Background: an optimization exercise with open tools, aiming at small area and few clock cycles. Do not read the settings as production practice. Only simulation tests tie the RTL to the original design; equivalence was not proved. Power is estimated from default activity; no workload was simulated.

==> flow/config.mk <==
export PLATFORM = sky130hd
export DESIGN_NAME = lmac_core
export DESIGN_NICKNAME = lmac_core
export VERILOG_FILES = /design/flow/design.v
export SDC_FILE = /design/flow/constraint.sdc
export NUM_CORES = 4
export LEC_CHECK = 0
export CAP_MARGIN = 20
export CORE_MARGIN = 2
export CORE_UTILIZATION = 40
export SLEW_MARGIN = 20
==> flow/constraint.sdc <==
create_clock -name core_clock -period 8.0 [get_ports {clk}]
set_input_delay 1.6000 -clock core_clock [delete_from_list [all_inputs] [get_ports {clk}]]
set_output_delay 1.6000 -clock core_clock [all_outputs]
set_load 0.01 [all_outputs]
==> flow/design.v <==
module lmac_core (
    input  wire       clk,
    input  wire       rst,
    input  wire       rx_valid,
    input  wire [7:0] rx_data,
    output wire       rx_ready,
    input  wire       cmd_valid,
    input  wire [3:0] cmd_op,
    input  wire [7:0] cmd_data,
    input  wire [1:0] cmd_flags,
    output wire       cmd_ready,
    output reg        rsp_valid,
    output reg  [3:0] rsp_status,
    output wire       tx_valid,
    output wire [7:0] tx_data,
    input  wire       tx_ready,
    output reg        pay_valid,
    output reg  [7:0] pay_data,
    output reg        err_valid,
    output reg  [3:0] err_code
);
    localparam integer CAP  = 128;
    localparam integer MAXP = CAP - 5;
    localparam integer N    = 128;    
    localparam integer QD   = 4;      
    localparam integer QB   = 2;      
    localparam integer QE   = 4;      
    localparam integer EB   = 2;      
    localparam [3:0] OP_INIT    = 4'h0;
    localparam [3:0] OP_DEINIT  = 4'h1;
    localparam [3:0] OP_WRITE   = 4'h4;
    localparam [3:0] OP_SETDEST = 4'h5;
    function [6:0] inc_m(input [6:0] x);
        inc_m = (x == N - 1) ? 7'd0 : x + 7'd1;
    endfunction
    function [6:0] sub_m(input [6:0] a, input [6:0] b);
        reg [7:0] t;
        begin
            t = {1'b0, a} - {1'b0, b};
            if (a < b) t = t + N;
            sub_m = t[6:0];
        end
    endfunction
    reg       initialized;
    reg       err_en;
    reg [6:0] self7;       
    reg [6:0] dest7;       
    reg [8*N-1:0] ring;    
    reg [6:0]     cs;      
    wire [6:0]    rs = inc_m(inc_m(cs));        
    wire [7:0]    ring_tap = ring[8*(N-3) +: 8];
    reg       ring_we;
    reg [7:0] ring_wd;
    always @(posedge clk)
        ring <= {ring[8*(N-1)-1:0], ring_we ? ring_wd : ring[8*(N-1) +: 8]};
    reg [6:0] wp;          
    reg       cur_act;     
    reg [6:0] cur_start;   
    reg [6:0] rp;          
    reg       rd_active;   
    reg          sq_k [0:QD-1];    
    reg [6:0]    sq_a [0:QD-1];
    reg [6:0]    sq_b [0:QD-1];
    reg [QB-1:0] sq_hd, sq_tl;
    reg [QB:0]   sq_cnt;
    wire         sq_full = (sq_cnt == QD);
    wire         sq_nemp = (sq_cnt != 0);
    wire         h_k = sq_k[sq_hd];
    wire [6:0]   h_a = sq_a[sq_hd];
    wire [6:0]   h_b = sq_b[sq_hd];
    reg [1:0]    eq_c [0:QE-1];
    reg [2:0]    eq_t [0:QE-1];
    reg [EB-1:0] eq_hd, eq_tl;
    reg [EB:0]   eq_cnt;
    wire         eq_full = (eq_cnt == QE);
    wire         eq_nemp = (eq_cnt != 0);
    reg [2:0]    pc, pd;       
    wire         err_due = eq_nemp && (eq_t[eq_hd] == pd);
    wire [6:0] rd_sel = rd_active ? rp : h_a;
    wire       empty  = !sq_nemp && !cur_act;
    wire [6:0] base   = sq_nemp ? rd_sel : cur_start;
    wire       nfull  = inc_m(cs) != base;
    wire       wr_ok  = cur_act ? ((cs == wp) && nfull)
                                : (empty || ((sub_m(cs, base) >= sub_m(wp, base)) && nfull));
    reg [7:0] rx_len;
    reg       h0ok;        
    reg [7:0] b1;          
    reg [7:0] d1, d2;      
    reg [6:0] ck_lo, ck_hi;
    wire is_end  = (rx_data == 8'h7F);
    wire rx_ovf  = rx_len[7];
    wire rx_need_wr = initialized && !rx_ovf && !is_end &&
                      (rx_len >= 8'd4) && (rx_len <= 8'd126);
    wire rx_may_push = initialized && (rx_ovf || is_end);
    reg wr_act;            
    assign rx_ready = !wr_act && (!rx_need_wr || wr_ok) &&
                      (!rx_may_push || !(sq_full || eq_full));
    wire rx_fire = rx_valid && rx_ready;
    wire [6:0] f_lo = (ck_lo == 7'h7F) ? 7'h00 : ck_lo;
    wire [6:0] f_hi = (ck_hi == 7'h7F) ? 7'h00 : ck_hi;
    wire       rx_ck_ok = (d1 == {1'b0, f_lo}) && (d2 == {1'b0, f_hi});
    wire [6:0] ck_lo_n = ck_lo + d2[6:0];
    wire [6:0] ck_hi_n = ck_hi + ck_lo_n;
    reg [7:0] wr_len;
    reg [7:0] wr_cnt;
    reg       wr_bad;
    reg       wr_writes;   
    reg [6:0] acc_lo, acc_hi;
    reg [6:0] tf_d  [0:1];
    reg [6:0] tf_lo [0:1];
    reg [6:0] tf_hi [0:1];
    reg       tf_s  [0:1];    
    reg       tf_hd, tf_tl;
    reg [1:0] tf_cnt;
    wire      tf_full = tf_cnt[1];
    reg [2:0] rq [0:3];
    reg [1:0] rq_hd, rq_tl;
    reg [2:0] rq_cnt;
    wire      rq_full = rq_cnt[2];
    reg [1:0] tx_done;        
    wire wr_last = (wr_cnt == wr_len - 8'd1);
    wire first_ok = !rx_valid && !rq_full && !sq_full &&
                    ((cmd_op == OP_WRITE) ? !tf_full :
                     (cmd_op == OP_INIT || cmd_op == OP_DEINIT) ? (tf_cnt == 2'd0) : 1'b1);
    assign cmd_ready = wr_act ? ((!wr_writes || wr_ok) && !(wr_last && sq_full)) : first_ok;
    wire cmd_fire = cmd_valid && cmd_ready;
    wire [6:0] wr_lo_n = acc_lo + cmd_data[6:0];
    wire [6:0] wr_hi_n = acc_hi + wr_lo_n;
    wire [6:0] fin_lo = (wr_lo_n == 7'h7F) ? 7'h00 : wr_lo_n;
    wire [6:0] fin_hi = (wr_hi_n == 7'h7F) ? 7'h00 : wr_hi_n;
    wire [6:0] h_lo0 = dest7 + self7;
    wire [6:0] h_hi0 = dest7 + h_lo0;
    wire [6:0] fin_lo0 = (h_lo0 == 7'h7F) ? 7'h00 : h_lo0;
    wire [6:0] fin_hi0 = (h_hi0 == 7'h7F) ? 7'h00 : h_hi0;
    localparam [2:0] T_IDLE = 3'd0, T_H0 = 3'd1, T_H1 = 3'd2, T_PAY = 3'd3,
                     T_CKH = 3'd4, T_CKL = 3'd5, T_END = 3'd6;
    reg       tx_v;
    reg [7:0] tx_out;
    reg       tx_lastb;    
    reg [2:0] tph;
    assign tx_valid = tx_v;
    assign tx_data  = tx_out;
    wire tx_free = !tx_v || tx_ready;
    wire at_slot   = (rs == rd_sel);
    wire last_slot = (inc_m(rs) == h_b);
    always @(*) begin
        ring_we = 1'b0;
        ring_wd = d2;
        if (rx_fire && rx_need_wr) ring_we = 1'b1;
        if (cmd_fire && wr_act && wr_writes) begin
            ring_we = 1'b1;
            ring_wd = cmd_data;
        end
    end
    wire [6:0] seg_start_now = cur_act ? cur_start : cs;
    reg       spush, spop, epush, epop;
    reg       spush_k;
    reg [6:0] spush_a, spush_b;
    reg [1:0] epush_c;
    reg       rpush, rpop, tpush, tpop, tpush_s, tdone;
    reg [2:0] rpush_v, rq_h;
    reg [6:0] tpush_lo, tpush_hi;
    always @(posedge clk) begin
        spush = 1'b0; spush_k = 1'b0; spush_a = cur_start; spush_b = wp;
        epush = 1'b0; epush_c = 2'd0;
        spop = 1'b0; epop = 1'b0;
        rpush = 1'b0; rpush_v = 3'd0; rpop = 1'b0; rq_h = 3'd0;
        tpush = 1'b0; tpush_s = 1'b0; tpush_lo = 7'd0; tpush_hi = 7'd0; tpop = 1'b0; tdone = 1'b0;
        if (rst) begin
            initialized <= 1'b0;
            err_en      <= 1'b0;
            self7       <= 7'h7F;
            dest7       <= 7'h7F;
            cs          <= 7'd0;
            wp          <= 7'd0;
            cur_act     <= 1'b0;
            rp          <= 7'd0;
            rd_active   <= 1'b0;
            sq_hd       <= 0;
            sq_tl       <= 0;
            sq_cnt      <= 0;
            eq_hd       <= 0;
            eq_tl       <= 0;
            eq_cnt      <= 0;
            pc          <= 3'd0;
            pd          <= 3'd0;
            rx_len      <= 8'd0;
            wr_act      <= 1'b0;
            tf_hd       <= 1'b0;
            tf_tl       <= 1'b0;
            tf_cnt      <= 2'd0;
            rq_hd       <= 2'd0;
            rq_tl       <= 2'd0;
            rq_cnt      <= 3'd0;
            tx_done     <= 2'd0;
            tx_v        <= 1'b0;
            tx_lastb    <= 1'b0;
            tph         <= T_IDLE;
            rsp_valid   <= 1'b0;
            pay_valid   <= 1'b0;
            err_valid   <= 1'b0;
        end else begin
            cs <= inc_m(cs);
            rsp_valid <= 1'b0;
            pay_valid <= 1'b0;
            err_valid <= 1'b0;
            if (ring_we) begin
                wp <= inc_m(cs);
                if (!cur_act) begin
                    cur_act   <= 1'b1;
                    cur_start <= cs;
                end
            end
            if (rx_fire && initialized) begin
                if (rx_ovf) begin
                    rx_len  <= 8'd0;
                    cur_act <= 1'b0;
                    if (err_en) begin epush = 1'b1; epush_c = 2'd3; end
                end else if (!is_end) begin
                    rx_len <= rx_len + 8'd1;
                    d1 <= rx_data;
                    d2 <= d1;
                    if (rx_len < 8'd2) begin
                        ck_lo <= 7'd0;
                        ck_hi <= 7'd0;
                    end else begin
                        ck_lo <= ck_lo_n;
                        ck_hi <= ck_hi_n;
                    end
                    if (rx_len == 8'd0) h0ok <= (rx_data == {1'b1, self7});
                    if (rx_len == 8'd1) b1 <= rx_data;
                end else begin
                    rx_len  <= 8'd0;
                    cur_act <= 1'b0;
                    if (rx_len < 8'd4 || !rx_ck_ok) begin
                        if (err_en) begin epush = 1'b1; epush_c = 2'd2; end
                    end else if (!h0ok) begin
                        if (err_en) begin epush = 1'b1; epush_c = 2'd0; end
                    end else if (b1 != {1'b0, dest7}) begin
                        if (err_en) begin epush = 1'b1; epush_c = 2'd1; end
                    end else if (rx_len != 8'd4) begin
                        spush = 1'b1; spush_k = 1'b0; spush_a = cur_start; spush_b = wp;
                    end
                end
            end
            if (cmd_fire) begin
                if (!wr_act) begin
                    case (cmd_op)
                        OP_INIT: begin
                            rpush = 1'b1;
                            if (!cmd_flags[0]) rpush_v = 3'd1;
                            else if (cmd_data > 8'h7E) rpush_v = 3'd2;
                            else begin
                                self7       <= cmd_data[6:0];
                                dest7       <= 7'h7F;
                                rx_len      <= 8'd0;
                                cur_act     <= 1'b0;
                                err_en      <= cmd_flags[1];
                                initialized <= 1'b1;
                            end
                        end
                        OP_DEINIT: begin
                            rpush       = 1'b1;
                            self7       <= 7'h7F;
                            dest7       <= 7'h7F;
                            rx_len      <= 8'd0;
                            cur_act     <= 1'b0;
                            err_en      <= 1'b0;
                            initialized <= 1'b0;
                        end
                        OP_SETDEST: begin
                            rpush = 1'b1;
                            if (cmd_data > 8'h7E) rpush_v = 3'd3;
                            else dest7 <= cmd_data[6:0];
                        end
                        OP_WRITE: begin
                            rx_len    <= 8'd0;
                            cur_act   <= 1'b0;
                            wr_len    <= cmd_data;
                            wr_cnt    <= 8'd0;
                            wr_bad    <= 1'b0;
                            wr_writes <= (cmd_data <= MAXP);
                            acc_lo    <= h_lo0;
                            acc_hi    <= h_hi0;
                            if (cmd_data != 8'd0) wr_act <= 1'b1;
                            else if (dest7 == 7'h7F) begin
                                rpush = 1'b1; rpush_v = 3'd3;
                            end else begin
                                rpush = 1'b1; rpush_v = 3'd7;
                                tpush = 1'b1; tpush_s = 1'b0;
                                tpush_lo = fin_lo0; tpush_hi = fin_hi0;
                            end
                        end
                        default: rpush = 1'b1;
                    endcase
                end else begin
                    acc_lo <= wr_lo_n;
                    acc_hi <= wr_hi_n;
                    wr_cnt <= wr_cnt + 8'd1;
                    if (cmd_data >= 8'h7F) wr_bad <= 1'b1;
                    if (wr_last) begin
                        wr_act  <= 1'b0;
                        cur_act <= 1'b0;
                        rpush = 1'b1;
                        if (dest7 == 7'h7F) rpush_v = 3'd3;
                        else if (!wr_writes) rpush_v = 3'd4;
                        else if (wr_bad || cmd_data >= 8'h7F) rpush_v = 3'd5;
                        else begin
                            rpush_v = 3'd7;
                            tpush = 1'b1; tpush_s = 1'b1;
                            tpush_lo = fin_lo; tpush_hi = fin_hi;
                            spush = 1'b1; spush_k = 1'b1;
                            spush_a = seg_start_now; spush_b = inc_m(cs);
                        end
                    end
                end
            end
            if (err_due) begin
                err_valid <= 1'b1;
                err_code  <= 4'd6 + {2'b00, eq_c[eq_hd]};
                epop = 1'b1;
            end else if (sq_nemp && !h_k && at_slot) begin
                pay_valid <= 1'b1;
                pay_data  <= ring_tap;
                rp        <= inc_m(rs);
                rd_active <= 1'b1;
                if (last_slot) begin
                    rd_active <= 1'b0;
                    spop = 1'b1;
                    pd <= pd + 3'd1;
                end
            end
            if (tx_v && tx_ready) begin
                tx_v <= 1'b0;
                if (tx_lastb) begin
                    tx_lastb <= 1'b0;
                    tdone = 1'b1;
                end
            end
            if (tx_free) begin
                case (tph)
                    T_IDLE: if (tf_cnt != 2'd0) begin
                        tx_v <= 1'b1; tx_out <= {1'b1, tf_d[tf_hd]}; tph <= T_H1;
                    end
                    T_H1: begin
                        tx_v <= 1'b1; tx_out <= {1'b0, self7};
                        tph <= tf_s[tf_hd] ? T_PAY : T_CKH;
                    end
                    T_PAY: begin
                        if (sq_nemp && h_k && at_slot) begin
                            tx_v      <= 1'b1;
                            tx_out    <= ring_tap;
                            rp        <= inc_m(rs);
                            rd_active <= 1'b1;
                            if (last_slot) begin
                                rd_active <= 1'b0;
                                spop = 1'b1;
                                tph  <= T_CKH;
                            end
                        end
                    end
                    T_CKH: begin
                        tx_v <= 1'b1; tx_out <= {1'b0, tf_hi[tf_hd]}; tph <= T_CKL;
                    end
                    T_CKL: begin
                        tx_v <= 1'b1; tx_out <= {1'b0, tf_lo[tf_hd]}; tph <= T_END;
                    end
                    default: begin  
                        tx_v <= 1'b1; tx_out <= 8'h7F; tx_lastb <= 1'b1; tph <= T_IDLE;
                        tpop = 1'b1;
                    end
                endcase
            end
            rq_h = rq[rq_hd];
            if (rq_cnt != 3'd0 && (rq_h != 3'd7 || tx_done != 2'd0)) begin
                rsp_valid  <= 1'b1;
                rsp_status <= (rq_h == 3'd7) ? 4'd0 : {1'b0, rq_h};
                rpop = 1'b1;
            end
            tx_done <= tx_done + tdone - (rpop && rq_h == 3'd7);
            if (rpush) begin
                rq[rq_tl] <= rpush_v;
                rq_tl <= rq_tl + 2'd1;
            end
            if (rpop) rq_hd <= rq_hd + 2'd1;
            rq_cnt <= rq_cnt + rpush - rpop;
            if (tpush) begin
                tf_d[tf_tl]  <= dest7;
                tf_lo[tf_tl] <= tpush_lo;
                tf_hi[tf_tl] <= tpush_hi;
                tf_s[tf_tl]  <= tpush_s;
                tf_tl <= ~tf_tl;
            end
            if (tpop) tf_hd <= ~tf_hd;
            tf_cnt <= tf_cnt + tpush - tpop;
            if (spush) begin
                sq_k[sq_tl] <= spush_k;
                sq_a[sq_tl] <= spush_a;
                sq_b[sq_tl] <= spush_b;
                sq_tl <= sq_tl + 1'b1;
                if (!spush_k) pc <= pc + 3'd1;
            end
            if (spop) sq_hd <= sq_hd + 1'b1;
            sq_cnt <= sq_cnt + spush - spop;
            if (epush) begin
                eq_c[eq_tl] <= epush_c;
                eq_t[eq_tl] <= pc;
                eq_tl <= eq_tl + 1'b1;
            end
            if (epop) eq_hd <= eq_hd + 1'b1;
            eq_cnt <= eq_cnt + epush - epop;
        end
    end
endmodule
==> flow/run.sh <==
#!/bin/bash
# synth_recipe.tcl (not shown) runs the flow's synth.tcl, then flattens the netlist and writes it again
# the make line also repeats each setting of config.mk as NAME=value (left out here)
make -C /OpenROAD-flow-scripts/flow DESIGN_CONFIG=/design/flow/config.mk WORK_HOME=/design/flow/orfs CLKGATE_MAP_FILE= SYNTH_SCRIPT=/design/flow/synth_recipe.tcl finish
==> notes.md <==
power by group through the flow:
| stage | combinational (mW) | sequential (mW) | clock [mW] |
|---|---|---|---|
| 5_1_grt | 0.577 | 7.07 | 6.62 |
| 2_1_floorplan | 0.343 | 7.20 | 0 |
| 3_5_place_dp | 0.521 | 7.22 | 0 |
| 4_1_cts | 0.526 | 7.07 | 6.33 |
| 3_3_place_gp | 0.509 | 7.21 | 0 |
| 6_report | 0.521 | 7.07 | 6.14 |
sequential cells by signal, indices dropped and copies added (netlist names), 12 cells and up, named ones only:
register and cells:
ring 1024, sq_a 28, sq_b 28, tf_d 14, tf_hi 14, tf_lo 14, eq_t 12, rq 12
final timing paths:
check                                  startpoint              endpoint  slack (ns)  depth (start not counted)
worst max-delay path                     register              rx_ready        0.78                         20
worst min-delay path            ring[592]$_DFF_P_     ring[600]$_DFF_P_        0.31                          0
worst max register to register           register  sq_cnt[2]$_SDFF_PP0_        2.00                         26
worst min register to register  ring[592]$_DFF_P_     ring[600]$_DFF_P_        0.31                          0
through the flow:
stage / util / hold slack, ns
after floorplan: - / 0.310
after global placement: 0.423 / 0.310
after detailed placement: 0.423 / 0.312
after CTS: 0.469 / 0.314
after global routing: 0.469 / 0.317
final: 0.469 / 0.309
area by class of cell:
class | count | area share
multi-input cells | 1179 | 0.192
diodes | 2 | 0.000111
flip-flops and latches | 1356 | 0.653
inverters | 77 | 0.00640
repair buffers | 73 | 0.0151
clock buffers | 179 | 0.0823
clock inverters | 58 | 0.0156
well taps | 1276 | 0.0354
kinds of logic after synthesis:
| family | Yosys count |
|---|---|
| AOI/OAI and AO/OA | 329 |
| buffers and inverters | 144 |
| xor gates and xnor gates | 138 |
| DFF | 1356 |
| muxes | 89 |
| adders and majority gates | 100 |
| and+or+nand+nor | 522 |
| other | 1 |
cells in the final DEF, fill, tap and decap left out, types with 14 or more instances in the layout:
| cell | instances |
|---|---|
| nor2b_1 | 30 |
| o22ai_1 | 16 |
| a21o_1 | 26 |
| o21bai_1 | 23 |
| nor3_1 | 45 |
| buf_4 | 19 |
| edfxtp_1 | 236 |
| nand3_1 | 42 |
| clkinv_2 | 15 |
| ha_1 | 89 |
| mux2_2 | 22 |
| mux2i_1 | 51 |
| a21oi_1 | 91 |
| xnor2_1 | 94 |
| clkbuf_16 | 138 |
| dfxtp_1 | 1120 |
| and2_1 | 36 |
| nor2_1 | 129 |
| nand4_1 | 17 |
| nand2_1 | 102 |
| clkbuf_1 | 30 |
| mux4_2 | 16 |
| o21ai_0 | 50 |
| inv_1 | 76 |
| nand2b_1 | 28 |
| clkdlybuf4s50_1 | 54 |
| and3_1 | 14 |
| xor2_1 | 41 |
per-layer routing:
| metal | track usage | wire (um) |
|---|---|---|
| met1 | 0.198 | 32900 |
| met2 | 0.222 | 31700 |
| met3 | 0.0341 | 4030 |
| met4 | 0.0579 | 1900 |
| met5 | 0 | 0 |
==> notes.md <==
Synth area leaders = dfxtp_1 (58%), edfxtp_1 (18%), ha_1 (2.9%), xnor2_1 (2.1%), mux2i_1 (1.3%)
final setup fails = 0
antenna violations before repair = 4
DP Cell Count = 3961
pwr/cell area = 304 nW/um^2
DR vias = 19800
Via-to-Cell Ratio = 4.72
count of pins over their slew limit = 0
Leak Pwr = 17.2 nW
gr ovfl total = 0
clock net sink count = 1356
critical path cell sequence = mux2i_1 > o221ai_1 > mux2i_1 > inv_1 > fa_1 > inv_1 > a21oi_1 > o21bai_1 > a21o_1 > a21oi_1 > xnor2_1 > ha_1 > a2111oi_0 > o21ai_0 > o211ai_1 > buf_4 > nand3_1 > nand2_1 > a21oi_1 > clkdlybuf4s50_1
Syn Nets = 2806
proportion of power drawn by the clock network = 0.447
fillers = 8371
Pre-antenna DRT Iters = 6
WS Path Type = register to output pin
sequential fraction of design power = 0.515
clock-pin slew of the registers on the worst-case setup and hold paths = 0.06 ns
largest net degree at the start of global routing = 59
post-synthesis adder-cell area fraction = 0.0345
cell mode on critical path = a21oi_1
DP HPWL = 46300 um
post-route ant nets = 0
main combinational cell family by area after synthesis = simple AND/OR/NAND/NOR gates
CTS Root Buffer Type = clkbuf_16
dpl cell area = 40700 um^2
area share of the largest cell type after synthesis = 0.579
crit path max fanout = 13
Routed Wire Length = 70500 um
critical path arrival = 5.62 ns
switching power = 2.92 mW
Syn. warnings = 1
Max Fclk = 138 MHz
mux cell area share after synthesis = 0.0289
Synth Cell Area = 38700 um^2
Synth async-reset ratio = 0
initial DRC count = 1327
total track usage = 0.145
Worst setup SP type = register
max_cap viols = 0
largest area contributor in the netlist = dfxtp_1
Seq/Total Area, Yosys = 0.762
Cell Count, Final, Fillers Out = 4200
global-route wire length before repair = 112000 um
Seq cells post-synth = 1356
Hold Path Class = register to register
Slew HR = 0.327
clock skew = 0.0287 ns
clock buffer depth = 3
I/O pin total = 57
Internal Power = 10.8 mW
post-synthesis average cell area = 14.4 um^2
Synth-to-Final Area Change = 16.7%
area of the die = 99300 um^2
share of cells above drive strength 1 = 0.100
number of synthesized flops with an enable pin = 236
peak supply drop = 0.000210 V
post-synth cell types = 91
DRC = 0
max incr delay on CP = 0.63 ns
worst endpoint required time = 6.40 ns
GP Congestion = 0.844
Post-Synth XOR/XNOR Area = 0.0322
H-tree depth = 4
Starting Density = 0.402
Cell Rows = 114
clk latency of the worst-skew pair = 0.73 ns
Post-Syn Instances = 2679
fin worst setup slack = 0.778 ns
status = complete, no violations
compound-cell area share of the yosys netlist = 0.0578
CTS Hold Buffers Added = 0
post-synthesis simple-gate area fraction = 0.0693
register area = 29500 um^2
post-CTS setup buffer count = 0
CTS tree = built
nature of the critical path endpoint = output pin
Resize count post-CTS = 0
Core ar. = 96300 um^2
actual slew at the worst max-slew pin = 1.01 ns
Final nets = 2947
multi-input logic area = 8650 um^2
Chip Width = 315 um
unrepaired setup endpoints after global routing = false
routed len/inst = 16.8 um
Setup WS pre-CTS = 1.48 ns
Hold Violations, Final = 0
final instance area = 45200 um^2
PortBufs = 55
Final TNS setup = 0 ns
Tmin final = 7.22 ns
CTS buffer count = 133
Synth Flop Type = dfxtp_1
power share of the combinational group = 0.038
Tot Pwr = 13.7 mW
vias in the first global route = 20200
Worst path slowest cell = dfxtp_1
Top delay family on crit path = compound AO/OA/AOI/OAI gates
Net Sw Frac = 0.213
Die Span Y = 315 um
most frequent cells after synthesis = dfxtp_1 (1120), edfxtp_1 (236), nor2_1 (130), nand2_1 (102), xnor2_1 (94)
most frequent cell after synthesis = dfxtp_1
Tcrit/Tclk final = 0.903
worst path bufs/invs = 4
Testbench counts, summed over its fixed seeds: cycles 28,610.

static timing again, ports no longer ideal:
The results above use ideal ports. As a check the final layout listed here was re-extracted and re-timed, cells and wires unchanged. Step 1: set_driving_cell puts a clkbuf_16 on clk and a buf_2 on each other input, an assumption about the parent block. Step 2 moves the port delays by t, midway between the first and last clock arrival at a register: inputs arrive t later, outputs are due t later. That takes back most of the time a late clock gives input paths. a / b / c = no drivers / after step 1 / after step 2; a / b = the first two.
shift t [ns]: 0.782
setup slack, ns: 0.778 / 0.709 / 1.492
latest minus earliest clock arrival (ns): 0.032 / 0.033
worst slew at a driven data input, ns: 0.08
pins driven straight from the clock port: 1
After both steps setup and hold are still met in this run. The setup slack of this run moves by -0.069 ns with the drivers and by +0.714 ns with both steps.
